Source: an optimization exercise on an open RTL-to-GDS flow (aim: small area). Production flows keep margins and buffers that such runs may drop.
Only simulation tests tie the RTL to the original design; equivalence was not proved.
No activity file was given, so power comes from the tool's default toggle rates.

==> flow/design.v <==
module wmbus_rx (
    input  wire        clk,
    input  wire        rst,           
    input  wire        sync_det,      
    input  wire        overflow,      
    input  wire        in_valid,      
    input  wire [7:0]  in_data,
    input  wire [15:0] now_ms,        
    input  wire [7:0]  rssi,          
    output reg         out_valid,     
    output reg  [7:0]  out_data,
    output wire        ev_valid,      
    output reg  [2:0]  ev_kind,
    output wire        frame_mode,    
    output wire [1:0]  frame_block,   
    output wire [8:0]  frame_len,     
    output reg  [7:0]  frame_rssi,
    output wire [15:0] frame_time     
);
    localparam [2:0] EV_NONE     = 3'd0;
    localparam [2:0] EV_READY    = 3'd1;
    localparam [2:0] EV_OVERFLOW = 3'd2;
    localparam [2:0] EV_TIMEOUT  = 3'd3;
    localparam [2:0] EV_DECFAIL  = 3'd4;
    localparam [2:0] EV_UNCLASS  = 3'd5;
    function [4:0] dec;
        input [5:0] s;
        reg x, e, h0, h1, l0, l1;
        begin
            x  = (s[0] == s[3]) & (s[3] == s[5]);
            h0 = s[5] ^ s[4] ^ s[3];
            h1 = (s[5] & s[4]) | (s[5] & s[3]) | (s[4] & s[3]);
            l0 = s[2] ^ s[1] ^ s[0];
            l1 = (s[2] & s[1]) | (s[2] & s[0]) | (s[1] & s[0]);
            e  = (s[0] == s[2]) & (s[3] == s[5]) & (s[0] ^ s[5]);
            dec = {(h0 ^ l0) & (h1 ^ l1) & ~e, s[5], s[4] ^ x, s[1] ^ x, s[0]};
        end
    endfunction
    function [8:0] inc9;
        input [8:0] a;
        integer i;
        reg c;
        begin
            c = 1'b1;
            for (i = 0; i < 9; i = i + 1) begin
                inc9[i] = a[i] ^ c;
                c = a[i] & c;
            end
        end
    endfunction
    reg        st_hdr;        
    reg        st_data;       
    reg [1:0]  ph;            
    reg [1:0]  blk;           
    reg        bad;           
    reg [3:0]  sv;            
    reg [7:0]  len;           
    reg [8:0]  cnt;           
    reg [15:0] sync_time;
    wire modet = (blk == 2'd0);
    assign ev_valid    = |ev_kind;
    assign frame_mode  = modet;
    assign frame_block = blk;
    assign frame_len   = cnt;
    assign frame_time  = sync_time;
    wire       p1 = ph[0];
    wire [4:0] dx = dec(p1 ? out_data[7:2]               : {sv, in_data[7:6]});
    wire [4:0] dy = dec(p1 ? {out_data[1:0], in_data[7:4]} : in_data[5:0]);
    wire       sym_ok = dx[4] & dy[4];
    wire [7:0] tbyte  = {dx[3:0], dy[3:0]};
    wire       nz  = |len[3:0];
    wire       isa = (blk == 2'd1);
    wire       isb = (blk == 2'd2);
    wire [3:0] kk  = isb ? 4'd0 : len[7:4];
    reg  [7:0] half;
    reg  [7:0] half0;
    always @(*) begin : len_add
        integer i;
        reg c;
        c = nz | isb;
        for (i = 0; i < 8; i = i + 1) begin
            half0[i] = (i < 7 ? len[i+1] : 1'b0) ^ (i < 4 ? kk[i] : 1'b0) ^ c;
            c = ((i < 7 ? len[i+1] : 1'b0) & (i < 4 ? kk[i] : 1'b0)) |
                (((i < 7 ? len[i+1] : 1'b0) ^ (i < 4 ? kk[i] : 1'b0)) & c);
        end
        c = isa;
        for (i = 0; i < 8; i = i + 1) begin
            half[i] = half0[i] ^ c;
            c = half0[i] & c;
        end
    end
    wire       len_hit = (cnt == {half, len[0]});
    reg         timeout;
    always @(*) begin : to_sub
        integer i;
        reg b;
        reg [15:0] d;
        b = 1'b0;
        for (i = 0; i < 16; i = i + 1) begin
            d[i] = now_ms[i] ^ sync_time[i] ^ b;
            b = (~now_ms[i] & sync_time[i]) | (~(now_ms[i] ^ sync_time[i]) & b);
        end
        timeout = (|d[15:6]) | (d[5] & d[4] & (d[3] | d[2] | (d[1] & d[0])));
    end
    wire        is54 = (in_data == 8'h54);
    reg        n_hdr, n_data;
    reg [1:0]  n_ph, n_blk;
    reg        n_bad;
    reg [3:0]  n_sv;
    reg [7:0]  n_len;
    reg [8:0]  n_cnt;
    reg        n_ov;
    reg [7:0]  n_od;
    reg [2:0]  n_ev;
    wire       ph2  = ph[1];
    wire       last = st_data ? len_hit : (modet ? len_hit : (in_data == 8'd0));
    always @(*) begin
        n_ph  = ph;
        n_blk = blk;
        n_bad = bad;
        n_sv  = sv;
        n_len = len;
        n_cnt = cnt;
        n_od  = out_data;
        n_ov  = 1'b0;
        if (in_valid) begin
            n_ph = ph2 ? 2'd0 : {1'b0, ph[0]} + 2'd1;
            if (!st_data) begin
                case (ph)
                    2'd0: begin
                        n_blk = is54 ? 2'd3 : 2'd0;
                        n_ov  = is54;
                        n_od  = in_data;
                        n_cnt = {8'd0, is54};
                    end
                    2'd1: begin
                        n_ov = 1'b1;
                        n_sv = in_data[3:0];
                        if (!modet) begin
                            n_blk = (in_data == 8'hCD) ? 2'd1 :
                                    (in_data == 8'h3D) ? 2'd2 : 2'd3;
                            n_od  = in_data;
                            n_cnt = 9'd2;
                        end else begin
                            n_od  = tbyte;
                            n_len = tbyte;
                            n_bad = ~sym_ok;
                        end
                    end
                    default: begin
                        if (modet) begin
                            n_ov  = ~len_hit;
                            n_od  = tbyte;
                            n_cnt = len_hit ? 9'd1 : 9'd2;
                        end else begin
                            n_ov  = 1'b1;
                            n_od  = in_data;
                            n_len = in_data;
                            n_cnt = 9'd3;
                        end
                    end
                endcase
            end else if (!modet) begin
                n_ov  = 1'b1;
                n_od  = in_data;
                n_cnt = inc9(cnt);
            end else if (ph == 2'd0) begin
                n_od = in_data;
            end else begin
                n_sv  = in_data[3:0];
                n_bad = bad | ~sym_ok;
                n_ov  = 1'b1;
                n_od  = tbyte;
                n_cnt = inc9(cnt);
            end
        end
        if (!st_hdr && !st_data) begin
            n_ov = 1'b0;
            n_ph = 2'd0;
        end
        if (rst)
            n_ov = 1'b0;
    end
    always @(*) begin
        n_hdr  = st_hdr;
        n_data = st_data;
        n_ev   = EV_NONE;
        if (st_hdr) begin
            if (timeout) begin
                n_ev  = EV_TIMEOUT;
                n_hdr = 1'b0;
            end else if (overflow) begin
                n_ev  = EV_OVERFLOW;
                n_hdr = 1'b0;
            end else if (in_valid && ph2) begin
                if (blk == 2'd3 || (modet && (bad || !sym_ok))) begin
                    n_ev = EV_UNCLASS;
                end else begin
                    n_hdr = 1'b0;
                    if (last)
                        n_ev = EV_READY;
                    else
                        n_data = 1'b1;
                end
            end
        end else if (st_data) begin
            if (overflow) begin
                n_ev   = EV_OVERFLOW;
                n_data = 1'b0;
            end else if (in_valid && (!modet || ph != 2'd0) && last) begin
                n_ev   = (modet && (bad || !sym_ok)) ? EV_DECFAIL : EV_READY;
                n_data = 1'b0;
            end
        end else begin
            n_hdr = !overflow && sync_det;
        end
        if (rst) begin
            n_hdr  = 1'b0;
            n_data = 1'b0;
            n_ev   = EV_NONE;
        end
    end
    always @(posedge clk) begin
        st_hdr     <= n_hdr;
        st_data    <= n_data;
        ph         <= n_ph;
        blk        <= n_blk;
        bad        <= n_bad;
        sv         <= n_sv;
        len        <= n_len;
        cnt        <= n_cnt;
        out_valid  <= n_ov;
        out_data   <= n_od;
        ev_kind    <= n_ev;
        frame_rssi <= rssi;
        if (!st_hdr && !st_data)
            sync_time <= now_ms;
    end
endmodule
Settings: LEC_CHECK=0, CAP_MARGIN=20, CORE_MARGIN=2, CORE_UTILIZATION=40, SLEW_MARGIN=20; clock period 8.0 ns.
run.sh (not shown) runs the stock make flow with config.mk's settings and CLKGATE_MAP_FILE= SYNTH_SCRIPT=/design/flow/synth_recipe.tcl, a recipe that flattens the netlist after the stock synthesis.
Change:
==> flow/flow/run.sh (new file) <==
#!/bin/bash
set -euo pipefail
export BUFFER_PORTS_ARGS="-buffer_cell sky130_fd_sc_hd__buf_1"
export CTS_ARGS="-sink_clustering_enable -repair_clock_nets -dont_use_dummy_load -buf_list sky130_fd_sc_hd__clkbuf_4"
bash standard.sh > flow_make.log 2>&1
==> flow/standard.sh (new file) <==
#!/bin/bash
# synth_recipe.tcl (not shown) runs the flow's synth.tcl, then flattens the netlist and writes it again
# the make line also repeats each setting of config.mk as NAME=value (left out here)
make -C /OpenROAD-flow-scripts/flow DESIGN_CONFIG=/design/flow/config.mk WORK_HOME=/design/flow/orfs CLKGATE_MAP_FILE= SYNTH_SCRIPT=/design/flow/synth_recipe.tcl "${@:-finish}"
removed: flow/run.sh
What happened: Maximum frequency climbs slightly; wire length is lower by a few percent; clock skew grows by 25 ps.


Another version of the RTL of wmbus_rx (not shown whole).
For scale: roughly 61 flip-flops, ~86 I/O pins, about 0.0034 sq mm of cells after synthesis.
Settings: LEC_CHECK=0, CAP_MARGIN=20, CORE_MARGIN=2, CORE_UTILIZATION=60, SLEW_MARGIN=20; clock period 8.0 ns.
standard.sh (not shown) runs the stock make flow with config.mk's settings and CLKGATE_MAP_FILE= SYNTH_SCRIPT=/design/flow/synth_recipe.tcl, a recipe that flattens the netlist after the stock synthesis.
==> flow/flow/run.sh <==
#!/bin/bash
# The standard layout (standard.sh), with these changes:
#  - synthesis maps all the logic with an area-oriented ABC script
#    (flow/abc_map.script) in place of ORFS's delay-oriented one, and leaves
#    adders to ABC too (no full/half-adder cell extraction); everything else
#    in synthesis, and so every register, is as in the standard synthesis;
#  - port buffers are sky130_fd_sc_hd__buf_1;
#  - the clock tree uses clkbuf_4 and no dummy loads.
# make's output goes to flow_make.log; each ORFS step logs under orfs/logs.
set -euo pipefail
W=$(pwd)
rm -rf "$W/scripts_local"
cp -r "$FLOW_HOME/scripts" "$W/scripts_local"
cp "$W/flow/abc_map.script" "$W/scripts_local/abc_speed.script"
export SCRIPTS_DIR="$W/scripts_local"
export ADDER_MAP_FILE=
export BUFFER_PORTS_ARGS="-buffer_cell sky130_fd_sc_hd__buf_1"
export CTS_ARGS="-sink_clustering_enable -repair_clock_nets -dont_use_dummy_load -buf_list sky130_fd_sc_hd__clkbuf_4"
bash standard.sh > flow_make.log 2>&1
==> flow/flow/abc_map.script <==
strash
dch -f
amap
strash
dch -f
amap
strash
dch -f
amap
topo
The starting point finished with timing, DRC and antenna clean.
Change:
==> flow/flow/abc_map.script (replaced) <==
strash
&get -n
&deepsyn -T 60
&put
dch -f
amap
strash
dch -f
amap
strash
dch -f
amap
topo
--- a/flow/config.mk
+++ b/flow/config.mk
@@ -9,3 +9,3 @@
 export CORE_MARGIN = 2
-export CORE_UTILIZATION = 60
+export CORE_UTILIZATION = 40
 export SLEW_MARGIN = 20
=> The changed run went through all stages and came out clean. Die area came out higher by 44%. Cell count came out higher by 2.4%. Clock power came out higher by about 3%. Wire length came out higher by about 3%. Fmax came out higher by 9.7%. Design area came out lower by about 1.2%. Synthesized cell count came out lower by about 3.6%. Register-to-register slack got worse by 0.45 ns. Total power came out lower by 0.69%.
Change:
==> flow/flow/abc_map.script (replaced) <==
strash
dch -f
amap
strash
dch -f
amap
strash
dch -f
amap
topo
--- a/flow/config.mk
+++ b/flow/config.mk
@@ -7,5 +7,5 @@
 export LEC_CHECK = 0
-export CAP_MARGIN = 20
+export CAP_MARGIN = 0
 export CORE_MARGIN = 2
 export CORE_UTILIZATION = 40
-export SLEW_MARGIN = 20
+export SLEW_MARGIN = 0
Outcome:
- first-iteration DRC count shrinks by 40%
- total power grows by 0.86%
- routed wire length rose by 0.84%
- cell count came out higher by 3.0%
- sequential cell count is unchanged
- cell area went up by 2.1%
- sequential power stays flat
- sequential share of layout area is lower by 0.89 points
- hold slack hardly moves
Change:
--- a/flow/config.mk
+++ b/flow/config.mk
@@ -7,5 +7,5 @@
 export LEC_CHECK = 0
-export CAP_MARGIN = 0
+export CAP_MARGIN = 20
 export CORE_MARGIN = 2
 export CORE_UTILIZATION = 40
-export SLEW_MARGIN = 0
+export SLEW_MARGIN = 20
What happened: Power stays the same. Final cell count stays the same. Routed wire length stays the same. Area after synthesis is unchanged. Critical path depth is unchanged. Global-route usage does not change. Utilization stays the same. Sequential cell count is unchanged. Register-to-register slack barely changes. Worst hold slack stays the same. First-iteration DRC count stays the same.

## port drivers added, routing unchanged
Ports are ideal in the flow. The routed layouts listed here were re-timed in OpenROAD.
Step 1 assumes that a clkbuf_16 drives the clock port and a buf_2 every other input.
Step 2 moves the port delays by t, midway between the first and last clock arrival at a register: inputs arrive t later, outputs are due t later. That takes back most of the time a late clock gives input paths.
Three values: ideal, step 1, step 2; two values: the first two.
run | t, ns | slack for setup (ns) | worst hold slack (ns) | worst register clock-pin slew, ns | pins driven straight from the clock port
the first run of note 1 | 0.367 | 0.228 / 0.234 / -0.133 | 0.573 / 0.573 / 0.573 | 0.08 / 0.08 | 1
the second run of note 1 | 0.405 | 0.305 / 0.307 / -0.098 | 0.578 / 0.578 / 0.578 | 0.11 / 0.11 | 1
the first run of note 2 | 0.415 | 2.479 / 2.483 / 2.068 | 0.500 / 0.500 / 0.500 | 0.11 / 0.11 | 1
the second run of note 2 | 0.431 | 2.967 / 2.967 / 2.967 | 0.510 / 0.510 / 0.510 | 0.11 / 0.11 | 1
the third run of note 2 | 0.425 | 2.496 / 2.500 / 2.075 | 0.509 / 0.509 / 0.509 | 0.11 / 0.11 | 1
the fourth run of note 2 | 0.425 | 2.496 / 2.500 / 2.075 | 0.509 / 0.509 / 0.509 | 0.11 / 0.11 | 1
With both steps, setup timing fails in the first run of note 1 and the second run of note 1, where it was met with ideal ports.
